What follows belongs to an exercise in optimizing a design on an open flow for small area; a production flow would make more cautious choices. Function was checked by simulation only, so behaviour that the tests miss may differ from the original. The flow treats the clock pin as an ideal source. Dropping or thinning the clock tree relies on that and would not hold on a real chip. Power is estimated from default activity; no workload was simulated.

job 101:
## umfm_codec
module umfm_codec (
    input  wire        clk,
    input  wire        rst,
    input  wire        cmd_valid,
    input  wire [3:0]  cmd_op,
    input  wire [31:0] cmd_arg,
    output reg         rsp_valid,
    output reg  [31:0] rsp_data,
    output reg         rsp_illegal
);
For scale: ~250 cells after synthesis, about 1800 um^2 of cells after synthesis.
clock: 5.0 ns
lec_check: 0
abc_area: 1
cap_margin: 20
core_margin: 2
core_utilization: 30
slew_margin: 20
run.sh (not shown) runs the stock make flow with config.mk's settings and CLKGATE_MAP_FILE= SYNTH_SCRIPT=/design/flow/synth_recipe.tcl, a recipe that flattens the netlist after the stock synthesis.
Job 101: done, clean on timing, DRC and antenna
The following lists how job 102 was set up differently from job 101:
==> flow/flow/run.sh (new file) <==
#!/bin/bash
# Standard layout, but with the smallest buffer on each port and a lean clock tree.
set -euo pipefail
export BUFFER_PORTS_ARGS="-buffer_cell sky130_fd_sc_hd__buf_1"
export CTS_ARGS="-sink_clustering_enable -repair_clock_nets -dont_use_dummy_load -sink_clustering_size 50 -sink_clustering_max_diameter 200 -buf_list {sky130_fd_sc_hd__clkbuf_4 sky130_fd_sc_hd__clkbuf_8}"
bash standard.sh finish > standard_flow.log 2>&1
==> flow/standard.sh (new file) <==
#!/bin/bash
# synth_recipe.tcl (not shown) runs the flow's synth.tcl, then flattens the netlist and writes it again
# the make line also repeats each setting of config.mk as NAME=value (left out here)
make -C /OpenROAD-flow-scripts/flow DESIGN_CONFIG=/design/flow/config.mk WORK_HOME=/design/flow/orfs CLKGATE_MAP_FILE= SYNTH_SCRIPT=/design/flow/synth_recipe.tcl "${@:-finish}"
removed: flow/run.sh
- Job 102 ran to completion and came out clean on the timing, design-rule and antenna checks.
- As far as net count of the finished layout goes, job 101 and job 102 are indistinguishable; the numbers are identical.
- Delta (job 102 minus job 101): count of input and output buffers roughly the same; shortest clock period the worst path allows after layout lower.
- Against job 101, post-layout total power in job 102 fell by more than 10%.
- A worst-path cell with the longest stage delay of sky130_fd_sc_hd__clkdlybuf4s50_1 is what job 101 shows, while sky130_fd_sc_hd__nor2_1 belongs to job 102.
- Job 102 against job 101: HPWL after detailed placement -2.6%, final cell count -about 0.8%, proportion of cell area occupied by multi-input gates +6.3 points, worst hold-check slack -0.0070 ns, proportion of power drawn by combinational gates -1.4 points.
Setup changes, job 102 to job 103
==> flow/flow/run.sh <==
#!/bin/bash
# Standard layout, but with the smallest buffer on each port.
set -euo pipefail
export BUFFER_PORTS_ARGS="-buffer_cell sky130_fd_sc_hd__buf_1"
bash standard.sh finish > standard_flow.log 2>&1
## What came out
- Summary — wire length reported by the detailed router, job 103 relative to job 102: higher, by 24 um.
- Min share of power burned in registers across job 102 and job 103: job 103
- The post-synthesis instance area was comparable across job 102 and job 103.
- Number of distinct standard cells referenced by the synthesized netlist: job 102 vs job 103 identical
- As far as number of tap instances goes, job 102 and job 103 are indistinguishable; the numbers are identical.
- Of job 102 and job 103, job 103 shows the lower worst-margin pin slew, with job 102 above it.
- Reported for job 102 and job 103, count of endpoints failing hold in the final timing report turned out identical to the last digit.
- Comparing job 103 with job 102, the global routing usage on met2 came out essentially unchanged.
- First-iteration DRC count in job 103 is 1 below job 102.
- Status: worst setup slack parity (job 102, job 103)
- Diff job 102 -> job 103 | switching share of total power | decrease of 1.4 points

* * *

lane 1:
The RTL this note starts from:
==> flow/design.v <==
module umfm_codec (
    input  wire        clk,
    input  wire        rst,
    input  wire        cmd_valid,
    input  wire [3:0]  cmd_op,
    input  wire [31:0] cmd_arg,
    output reg         rsp_valid,
    output wire [31:0] rsp_data,
    output wire        rsp_illegal
);
    localparam [3:0] OP_SETMODE = 4'h1;
    localparam [3:0] OP_RESET   = 4'h2;
    localparam [3:0] OP_ENCBIT  = 4'h3;
    localparam [3:0] OP_ENCBYTE = 4'h4;
    localparam [3:0] OP_ENCWORD = 4'h5;
    localparam [3:0] OP_DECBIT  = 4'h6;
    localparam [3:0] OP_DECW16  = 4'h7;
    localparam [3:0] OP_DECW32  = 4'h8;
    localparam [3:0] OP_SYNCBIT = 4'h9;
    localparam MODE_FM  = 1'b0;
    localparam MODE_POR = MODE_FM;   
    localparam PH_CLOCK = 1'b0;
    localparam PH_DATA  = 1'b1;
    reg       mode;
    reg       last_bit;
    reg       last_phase;
    reg [3:0] sync_progress;
    reg [15:0] r;            
    reg        f_blk;        
    reg        f_wi;         
    wire go      = cmd_valid & ~rst;
    wire c_set   = go & (cmd_op == OP_SETMODE);
    wire c_rst   = go & (cmd_op == OP_RESET);
    wire c_ebit  = go & (cmd_op == OP_ENCBIT);
    wire c_byte  = go & (cmd_op == OP_ENCBYTE);
    wire c_word  = go & (cmd_op == OP_ENCWORD);
    wire c_dbit  = go & (cmd_op == OP_DECBIT);
    wire c_d16   = go & (cmd_op == OP_DECW16);
    wire c_d32   = go & (cmd_op == OP_DECW32);
    wire c_sync  = go & (cmd_op == OP_SYNCBIT);
    wire c_ill   = go & ((cmd_op == 4'h0) | (cmd_op > OP_SYNCBIT));
    wire c_enc   = c_byte | c_word;           
    wire c_dec   = c_d16 | c_d32;             
    wire fm      = (mode == MODE_FM);
    wire bit_in  = cmd_arg[0];
    reg [3:0] sync_next;
    reg       sync_detected;
    always @(*) begin
        sync_next     = sync_progress;
        sync_detected = 1'b0;
        case ({sync_progress, bit_in})
            {4'd0 , 1'b0}: begin sync_next = 4'd0 ; sync_detected = 1'b0; end   
            {4'd0 , 1'b1}: begin sync_next = 4'd9 ; sync_detected = 1'b0; end   
            {4'd9 , 1'b0}: begin sync_next = 4'd2 ; sync_detected = 1'b0; end   
            {4'd9 , 1'b1}: begin sync_next = 4'd9 ; sync_detected = 1'b0; end   
            {4'd2 , 1'b0}: begin sync_next = 4'd4 ; sync_detected = 1'b0; end   
            {4'd2 , 1'b1}: begin sync_next = 4'd9 ; sync_detected = 1'b0; end   
            {4'd4 , 1'b0}: begin sync_next = 4'd8 ; sync_detected = 1'b0; end   
            {4'd4 , 1'b1}: begin sync_next = 4'd9 ; sync_detected = 1'b0; end   
            {4'd8 , 1'b0}: begin sync_next = 4'd0 ; sync_detected = 1'b0; end   
            {4'd8 , 1'b1}: begin sync_next = 4'd1 ; sync_detected = 1'b0; end   
            {4'd1 , 1'b0}: begin sync_next = 4'd3 ; sync_detected = 1'b0; end   
            {4'd1 , 1'b1}: begin sync_next = 4'd9 ; sync_detected = 1'b0; end   
            {4'd3 , 1'b0}: begin sync_next = 4'd7 ; sync_detected = 1'b0; end   
            {4'd3 , 1'b1}: begin sync_next = 4'd9 ; sync_detected = 1'b0; end   
            {4'd7 , 1'b0}: begin sync_next = 4'd8 ; sync_detected = 1'b0; end   
            {4'd7 , 1'b1}: begin sync_next = 4'd15; sync_detected = 1'b0; end   
            {4'd15, 1'b0}: begin sync_next = 4'd14; sync_detected = 1'b0; end   
            {4'd15, 1'b1}: begin sync_next = 4'd9 ; sync_detected = 1'b0; end   
            {4'd14, 1'b0}: begin sync_next = 4'd13; sync_detected = 1'b0; end   
            {4'd14, 1'b1}: begin sync_next = 4'd9 ; sync_detected = 1'b0; end   
            {4'd13, 1'b0}: begin sync_next = 4'd10; sync_detected = 1'b0; end   
            {4'd13, 1'b1}: begin sync_next = 4'd9 ; sync_detected = 1'b0; end   
            {4'd10, 1'b0}: begin sync_next = 4'd0 ; sync_detected = 1'b0; end   
            {4'd10, 1'b1}: begin sync_next = 4'd5 ; sync_detected = 1'b0; end   
            {4'd5 , 1'b0}: begin sync_next = 4'd11; sync_detected = 1'b0; end   
            {4'd5 , 1'b1}: begin sync_next = 4'd9 ; sync_detected = 1'b0; end   
            {4'd11, 1'b0}: begin sync_next = 4'd6 ; sync_detected = 1'b0; end   
            {4'd11, 1'b1}: begin sync_next = 4'd9 ; sync_detected = 1'b0; end   
            {4'd6 , 1'b0}: begin sync_next = 4'd8 ; sync_detected = 1'b0; end   
            {4'd6 , 1'b1}: begin sync_next = 4'd12; sync_detected = 1'b1; end   
            {4'd12, 1'b0}: begin sync_next = 4'd12; sync_detected = 1'b0; end   
            {4'd12, 1'b1}: begin sync_next = 4'd12; sync_detected = 1'b0; end   
            default: ;
        endcase
    end
    reg [15:0] r_next;
    integer k;
    always @(*) begin
        r_next[0] = ((c_ebit | c_dec) & cmd_arg[0])
                  | (c_enc  & last_bit)
                  | (c_dbit & ~last_phase & cmd_arg[0])
                  | (c_sync & sync_detected);
        r_next[1] = (c_ebit & (fm | (~cmd_arg[0] & ~last_bit)))
                  | (c_dbit & ~last_phase)
                  | (c_dec  & cmd_arg[2])
                  | (c_word & cmd_arg[8])
                  | (c_byte & last_bit);
        for (k = 1; k < 8; k = k + 1) begin
            r_next[2*k]   = (c_enc & cmd_arg[k])
                          | (((2*k < 8) ? c_dec : c_d32) & cmd_arg[4*k]);
            r_next[2*k+1] = (c_enc & cmd_arg[8+k])
                          | (((2*k+1 < 8) ? c_dec : c_d32) & cmd_arg[4*k+2]);
        end
    end
    always @(posedge clk) begin
        r           <= r_next;
        f_blk       <= c_enc;
        f_wi        <= c_word | c_ill;
        rsp_valid   <= go;
        if (rst) begin
            mode          <= MODE_POR;
            last_bit      <= 1'b1;
            last_phase    <= PH_DATA;
            sync_progress <= 4'd0;
        end else begin
            if (c_set)
                mode <= cmd_arg[0];
            if (c_set | c_rst) begin
                last_bit      <= 1'b1;
                last_phase    <= PH_DATA;
                sync_progress <= 4'd0;
            end
            if (c_ebit | c_enc)
                last_bit <= cmd_arg[0];
            if (c_dbit)
                last_phase <= ~last_phase;
            if (c_sync)
                sync_progress <= sync_next;
        end
    end
    wire f_word = f_blk & f_wi;              
    assign rsp_illegal = ~f_blk & f_wi;      
    wire [16:0] v = {r[0], r[15], r[13], r[11], r[9], r[7], r[5], r[3],
                     r[1], r[14], r[12], r[10], r[8],
                     r[6], r[4], r[2], last_bit};
    reg [31:0] rd;
    always @(*) begin
        for (k = 0; k < 8; k = k + 1) begin
            rd[2*k]   = (k == 0 && f_blk) ? last_bit : r[2*k];
            rd[2*k+1] = f_blk ? (fm | (~v[k] & ~v[k+1])) : r[2*k+1];
        end
        for (k = 8; k < 16; k = k + 1) begin
            rd[2*k]   = f_word & v[k];
            rd[2*k+1] = f_word & (fm | (~v[k] & ~v[k+1]));
        end
    end
    assign rsp_data = rd;
endmodule
Settings: LEC_CHECK=0, ABC_AREA=1, CAP_MARGIN=20, CORE_AREA=2.3 2.72 62.56 62.56, DIE_AREA=0 0 65 65, SLEW_MARGIN=20; clock period 5.0 ns.
standard.sh (not shown) runs the stock make flow with config.mk's settings and CLKGATE_MAP_FILE= SYNTH_SCRIPT=/design/flow/synth_recipe.tcl, a recipe that flattens the netlist after the stock synthesis.
==> flow/flow/run.sh <==
#!/bin/bash
# Own layout flow: the standard ORFS flow (standard.sh) with these changes:
#  - after the standard synthesis, the gates between the registers are
#    re-mapped with a stronger ABC script, several seeds, keeping the
#    smallest (flow/resyn_best.sh, flow/resyn.sh); the registers are
#    untouched, and each new netlist is proven equivalent before it is used;
#  - each port gets the smallest buffer (buf_1);
#  - the clock tree is a few clock buffers fed from the clock port, one per
#    cluster of registers (flow/manual_cts.tcl);
#  - power recovery after global routing downsizes non-critical gates.
# Each tool writes its full output to a log file in this folder (and ORFS's
# own logs under orfs/logs/).
set -euo pipefail
here=$(pwd)
R=$here/orfs/results/sky130hd/umfm_codec/base
export BUFFER_PORTS_ARGS="-buffer_cell sky130_fd_sc_hd__buf_1"
export PRE_CTS_TCL=$here/flow/manual_cts.tcl
export MANUAL_CTS_SIZES="sky130_fd_sc_hd__clkbuf_2 sky130_fd_sc_hd__clkbuf_4 sky130_fd_sc_hd__clkbuf_8 sky130_fd_sc_hd__clkbuf_16"
export MANUAL_CTS_N=3
export MANUAL_CTS_SLEW_NS=0.115
export RECOVER_POWER=100

bash standard.sh synth > standard_synth.log 2>&1
cp $R/1_2_yosys.v $here/standard_1_2_yosys.v
if bash flow/resyn_best.sh $here/standard_1_2_yosys.v $here/resyn/out.v $here/resyn > resyn.log 2>&1; then
  cp $here/resyn/out.v $R/1_2_yosys.v
  echo "resyn: using the re-mapped netlist" >> resyn.log
else
  echo "resyn: failed, keeping the standard netlist" >> resyn.log
fi
bash standard.sh finish > standard_flow.log 2>&1
==> flow/flow/resyn_best.sh <==
#!/bin/bash
# resyn_best.sh IN.v OUT.v WORKDIR: run resyn.sh with eight ABC seeds, four
# at a time, and keep the smallest netlist proven equal to IN.
# Exits non-zero if no candidate was proven equal to IN.
set -uo pipefail
IN=$1; OUT=$2; W=$3
here=$(cd "$(dirname "$0")" && pwd)
mkdir -p $W
best=""; best_area=""
round() {
  local src=$1 tag=$2 seeds=$3
  for s in $seeds; do
    mkdir -p $W/$tag$s
    sed "s/@SEED@/$s/" $here/resyn.abc > $W/$tag$s/script.abc
    bash $here/resyn.sh $src $W/$tag$s/out.v $W/$tag$s $W/$tag$s/script.abc > $W/$tag$s/resyn.log 2>&1 &
  done
  wait
  for s in $seeds; do
    d=$W/$tag$s
    if grep -q "SUCCESS" $d/resyn_equiv.log 2>/dev/null && [[ -s $d/out.v ]]; then
      a=$(awk '/Chip area/ {print $NF}' $d/stat_after.txt)
      echo "$tag$s: $a" >> $W/summary.txt
      if [[ -z "$best_area" ]] || awk "BEGIN{exit !($a < $best_area)}"; then best=$d/out.v; best_area=$a; fi
    else
      echo "$tag$s: failed" >> $W/summary.txt
    fi
  done
}
round $IN a "1 2 3 4"
round $IN b "5 6 7 8"
[[ -n "$best" ]] || exit 1
echo "best: $best ($best_area)" >> $W/summary.txt
cp $best $OUT
Other scripts of this flow, unchanged in this note and not shown: flow/flow/cutregs.py, flow/flow/manual_cts.tcl, flow/flow/resyn.abc, flow/flow/resyn.sh
Input changes introduced in lane 2 (baseline for comparison: lane 1):
- PLACE_DENSITY newly set to 0.8
--- a/flow/flow/run.sh
+++ b/flow/flow/run.sh
@@ -8,3 +8,4 @@
 #  - the clock tree is a few clock buffers fed from the clock port, one per
-#    cluster of registers (flow/manual_cts.tcl);
+#    cluster of registers, each the smallest that keeps the estimated clock
+#    slew at its registers under MANUAL_CTS_SLEW_NS (flow/manual_cts.tcl);
 #  - power recovery after global routing downsizes non-critical gates.
[summary]
Lane 2: full flow OK, the timing, design-rule and antenna checks passed
Total negative slack for setup checks came out exactly the same in lane 1 and lane 2.
Post-cts resize count came out exactly the same in lane 1 and lane 2.
[lane 2] total chip power rose about 0.8% relative to lane 1
Compared lane 2 vs lane 1, and setup slack of the worst register-to-register path is down in lane 2.
Delta (lane 2 minus lane 1): first-pass GRT wire length lost 320 um; pin slew with the least headroom to its limit lost 130 ps.
Lane 2 against lane 1: met2 wire length increased by about 8% relative to the old numbers; length of routed met3 wiring shrank by 30%; share of total power in the clock network +0.7 points; final critical-path required period saw an increase.
For lane 3, these inputs were changed with respect to lane 2:
- PLACE_DENSITY removed (was 0.8)
--- a/flow/flow/resyn_best.sh
+++ b/flow/flow/resyn_best.sh
@@ -1,3 +1,3 @@
 #!/bin/bash
-# resyn_best.sh IN.v OUT.v WORKDIR: run resyn.sh with eight ABC seeds, four
+# resyn_best.sh IN.v OUT.v WORKDIR: run resyn.sh with sixteen ABC seeds, four
 # at a time, and keep the smallest netlist proven equal to IN.
@@ -30,2 +30,4 @@
 round $IN b "5 6 7 8"
+round $IN c "9 10 11 12"
+round $IN d "13 14 15 16"
 [[ -n "$best" ]] || exit 1
Notes after the runs:
- Longest individual stage delay on the worst path (higher): lane 2
- From lane 2 to lane 3 the numbers moved as follows: part of the power in the clock network fell by 0.7 points; share of total power consumed by net switching fell by 0.60 points; fraction of area in multi-input gates stayed essentially flat.
The following lists how lane 4 was set up differently from lane 3:
--- a/flow/flow/resyn_best.sh
+++ b/flow/flow/resyn_best.sh
@@ -1,3 +1,3 @@
 #!/bin/bash
-# resyn_best.sh IN.v OUT.v WORKDIR: run resyn.sh with sixteen ABC seeds, four
+# resyn_best.sh IN.v OUT.v WORKDIR: run resyn.sh with eight ABC seeds, four
 # at a time, and keep the smallest netlist proven equal to IN.
@@ -30,4 +30,2 @@
 round $IN b "5 6 7 8"
-round $IN c "9 10 11 12"
-round $IN d "13 14 15 16"
 [[ -n "$best" ]] || exit 1
==> summary.txt <==
- Diff lane 3 -> lane 4: chip height was more or less identical; met2 routing resource usage after global routing was more or less identical; signed area change from the synthesized netlist to the final layout was more or less identical; switching power share of the total was more or less identical; switching power of the nets was more or less identical.
- Synthesized cell area of lane 3 is on par with lane 4.
In every run of this note, the design's own scripts or RTL, not TritonCTS, make the clock network.

-- what the ideal ports hide --
The flow's constraints put no driver on any port. The routed layouts listed below were extracted and timed again, unchanged, in two steps.
Step 1, drivers: a clkbuf_16 drives clk and a buf_2 each remaining input, both assumed.
Step 2 moves the port delays by t, midway between the first and last clock arrival at a register: inputs arrive t later, outputs are due t later. That takes back most of the time a late clock gives input paths.
a / b / c = ideal / step 1 / step 2; a / b = the first two.
| run | t (ns) | setup slack, ns | worst data-port slew with drivers (ns) |
|---|---|---|---|
| job 101 | 0.322 | 2.759 / 2.756 / 2.435 | 0.05 |
| job 102 | 0.303 | 3.169 / 3.170 / 2.867 | 0.04 |
| job 103 | 0.309 | 3.166 / 3.169 / 2.860 | 0.04 |
| lane 1 | 0.186 | 2.103 / 2.066 / 2.252 | 0.04 |
| lane 2 | 0.184 | 2.049 / 2.017 / 2.201 | 0.04 |
| lane 3 | 0.186 | 2.103 / 2.066 / 2.252 | 0.04 |
| lane 4 | 0.186 | 2.103 / 2.066 / 2.252 | 0.04 |
After both steps every run listed still meets setup and hold. The setup slack of job 101, which loses most, moves by -0.003 ns with the drivers and by -0.324 ns with both steps.
